What follows belongs to an exercise in optimizing a design on an open flow for small area, a short achievable clock period and few clock cycles; a production flow would make more cautious choices. In this exercise RTL edits were held to simulation tests only and were not proved equivalent to the original. Power and IR drop assume default switching activity.

==> flow/design.v (excerpt) <==
module modbus_core (
    input  wire        clk,
    input  wire        rst,
    input  wire        rx_valid,
    input  wire [7:0]  rx_data,
    input  wire        rx_last,
    output wire        rx_ready,
    output wire        tx_valid,
    output wire [7:0]  tx_data,
    output wire        tx_last,
    input  wire        tx_ready,
    input  wire        host_en,
    input  wire        host_we,
    input  wire [1:0]  host_space,    
    input  wire [4:0]  host_addr,
    input  wire [15:0] host_wdata,
    output wire [15:0] host_rdata
);
Settings: LEC_CHECK=0, CAP_MARGIN=20, CORE_MARGIN=2, CORE_UTILIZATION=40, CTS_CLUSTER_DIAMETER=50, CTS_CLUSTER_SIZE=25, SLEW_MARGIN=20; clock period 12.0 ns.
standard.sh (not shown) runs the stock make flow with config.mk's settings and CLKGATE_MAP_FILE= SYNTH_SCRIPT=/design/flow/synth_recipe.tcl, a recipe that flattens the netlist after the stock synthesis.
==> flow/flow/run.sh <==
#!/bin/bash
set -euo pipefail
bash standard.sh SETUP_SLACK_MARGIN=8 \
  "BUFFER_PORTS_ARGS=-buffer_cell sky130_fd_sc_hd__buf_4" finish > flow.log 2>&1
Testbench counts at the start, summed over its fixed seeds: cycles 26,601.
Then changed:
--- a/flow/design.v
+++ b/flow/design.v
@@ -245,19 +245,31 @@
     assign tx_last  = o_l;
     wire produce = t_busy && !s_v;
     reg  t_lastb;                
     wire handoff = w_v && (!t_busy || (produce && t_lastb));
     assign xfer  = r_done && (!w_v || handoff);
     wire h_rd = host_en && !host_we;
     wire [4:0]  ra   = t_busy ? raddr : host_addr;
     wire [1:0]  rs   = t_busy ? rsp : host_space;
-    wire [15:0] word = rs[0] ? ir[ra] : hr[ra];
-    wire        wv   = rs[1] && (rs[0] || hr_v[ra]);
-    wire        bitv = !rs[1] && (rs[0] ? di[ra] : co[ra]);
+    reg  [31:0] rsel;
+    reg  [15:0] word;
+    reg         hv, bv;
+    always @(*) begin
+        for (i = 0; i < 32; i = i + 1)
+            rsel[i] = (ra == i);
+        word = 16'h0000; hv = 1'b0; bv = 1'b0;
+        for (i = 0; i < 32; i = i + 1) begin
+            word = word | ({16{rsel[i] & !rs[0]}} & hr[i]) | ({16{rsel[i] & rs[0]}} & ir[i]);
+            hv = hv | (rsel[i] & hr_v[i]);
+            bv = bv | (rsel[i] & (rs[0] ? di[i] : co[i]));
+        end
+    end
+    wire        wv   = rs[1] && (rs[0] || hv);
+    wire        bitv = !rs[1] && bv;
     wire [31:0] sp   = rsp[0] ? di : co;
     wire [63:0] sp2  = {sp, sp} >> raddr;
     wire [7:0]  rot8 = sp2[7:0];
     assign host_rdata = {rd_word[15:1] & {15{rd_wv}}, (rd_word[0] & rd_wv) | rd_bitq};
     reg [7:0] cmask;
     always @(*)
         for (i = 0; i < 8; i = i + 1)
             cmask[i] = (t_rem > i);
The new run passed the timing, design-rule and antenna checks.
Synthesized area goes down slightly.
Synthesized cell count shrinks slightly.
Routed wire length is higher by roughly a tenth.
Global-route usage rises by 3.1 points.
Sequential share of layout area went up by 0.38 points.
Power rises by a few percent.
Hold slack is worse by 0.033 ns.
Via count climbs slightly.
Fmax decreases slightly.
First-iteration DRC count rose by a few percent.
Final area decreases slightly.
Die area decreases slightly.
Testbench counts after the change, summed over its fixed seeds: cycles 26,601.

--- another note on this design; it stands on its own ---

## v57
// modbus_core
module modbus_core (
    input  wire        clk,
    input  wire        rst,
    input  wire        rx_valid,
    input  wire [7:0]  rx_data,
    input  wire        rx_last,
    output wire        rx_ready,
    output wire        tx_valid,
    output wire [7:0]  tx_data,
    output wire        tx_last,
    input  wire        tx_ready,
    input  wire        host_en,
    input  wire        host_we,
    input  wire [1:0]  host_space,    
    input  wire [4:0]  host_addr,
    input  wire [15:0] host_wdata,
    output wire [15:0] host_rdata
);
clock: 12.0 ns
lec_check: 0
cap_margin: 10
core_margin: 2
core_utilization: 40
slew_margin: 10
standard.sh (not shown) runs the stock make flow with config.mk's settings and CLKGATE_MAP_FILE= SYNTH_SCRIPT=/design/flow/synth_recipe.tcl, a recipe that flattens the netlist after the stock synthesis.
==> flow/flow/run.sh <==
#!/bin/bash
set -euo pipefail
bash standard.sh SETUP_SLACK_MARGIN=8 \
  "BUFFER_PORTS_ARGS=-buffer_cell sky130_fd_sc_hd__buf_4" \
  "CTS_ARGS=-sink_clustering_enable -repair_clock_nets -sink_clustering_size 25 -sink_clustering_max_diameter 50 -dont_use_dummy_load" \
  finish > flow.log 2>&1
Testbench counts of v57, summed over its fixed seeds: cycles 26,601.
--- input diff v57..v6 ---
- CAP_MARGIN changed from 10 to 20
- PLACE_DENSITY newly set to 0.72
- SLEW_MARGIN changed from 10 to 20
==> comparison <==
For the power in the clock group, v6 came in 4.5% lower than v57 did.
Looking at portion of the clock cycle consumed by the worst path in the final layout across v57 and v6, the one that comes out higher is v6.
The cell count after placement of v6 and that of v57 are within noise of each other.
The following lists how v13 was set up differently from v6:
- clearing PLACE_DENSITY, which used to be 0.72
--- outcome ---
For v6, the worst setup path endpoint was rd_word[9]$_DFFE_PN_, unlike v13, where it was rd_word[7]$_DFFE_PN_.
v13 supports a higher top clock frequency than v6.
Detailed-routed wire length on met3 (v13 / v6): 0.900
v13 vs v6, routed wire length went up by 4300 microns.

## port drivers added, routing unchanged
The results above use ideal ports. As a check the final layouts listed here were re-extracted and re-timed, cells and wires unchanged.
Step 1 sets driving cells, clkbuf_16 on the clock port and buf_2 on the other inputs (assumed; they add their load-dependent delay and slew).
Step 2, shift: input delay + t, output delay - t, t = (earliest + latest rising clock arrival at the registers) / 2. This alone moves slack from input paths to output paths.
Slacks: no drivers / after step 1 / after step 2; pairs: no drivers / after step 1.
run	shift t [ns]	setup slack, ns	worst setup path at the end	worst register clock-pin slew, ns	pins driven straight from the clock port
the first run of note 1	0.931	7.663 / 7.489 / 6.558	input to register	0.10 / 0.10	1
the second run of note 1	0.954	7.617 / 7.586 / 6.631	input to register	0.10 / 0.10	1
v57	0.904	7.642 / 7.537 / 6.632	input to register	0.09 / 0.09	1
v6	0.898	7.505 / 7.452 / 6.554	input to register	0.09 / 0.09	1
v13	0.910	7.581 / 7.537 / 6.627	input to register	0.09 / 0.09	1
After both steps setup and hold are still met in every run listed. For the first run of note 1, which loses most, drivers alone change the setup slack by -0.174 ns; drivers and shift together by -1.105 ns.
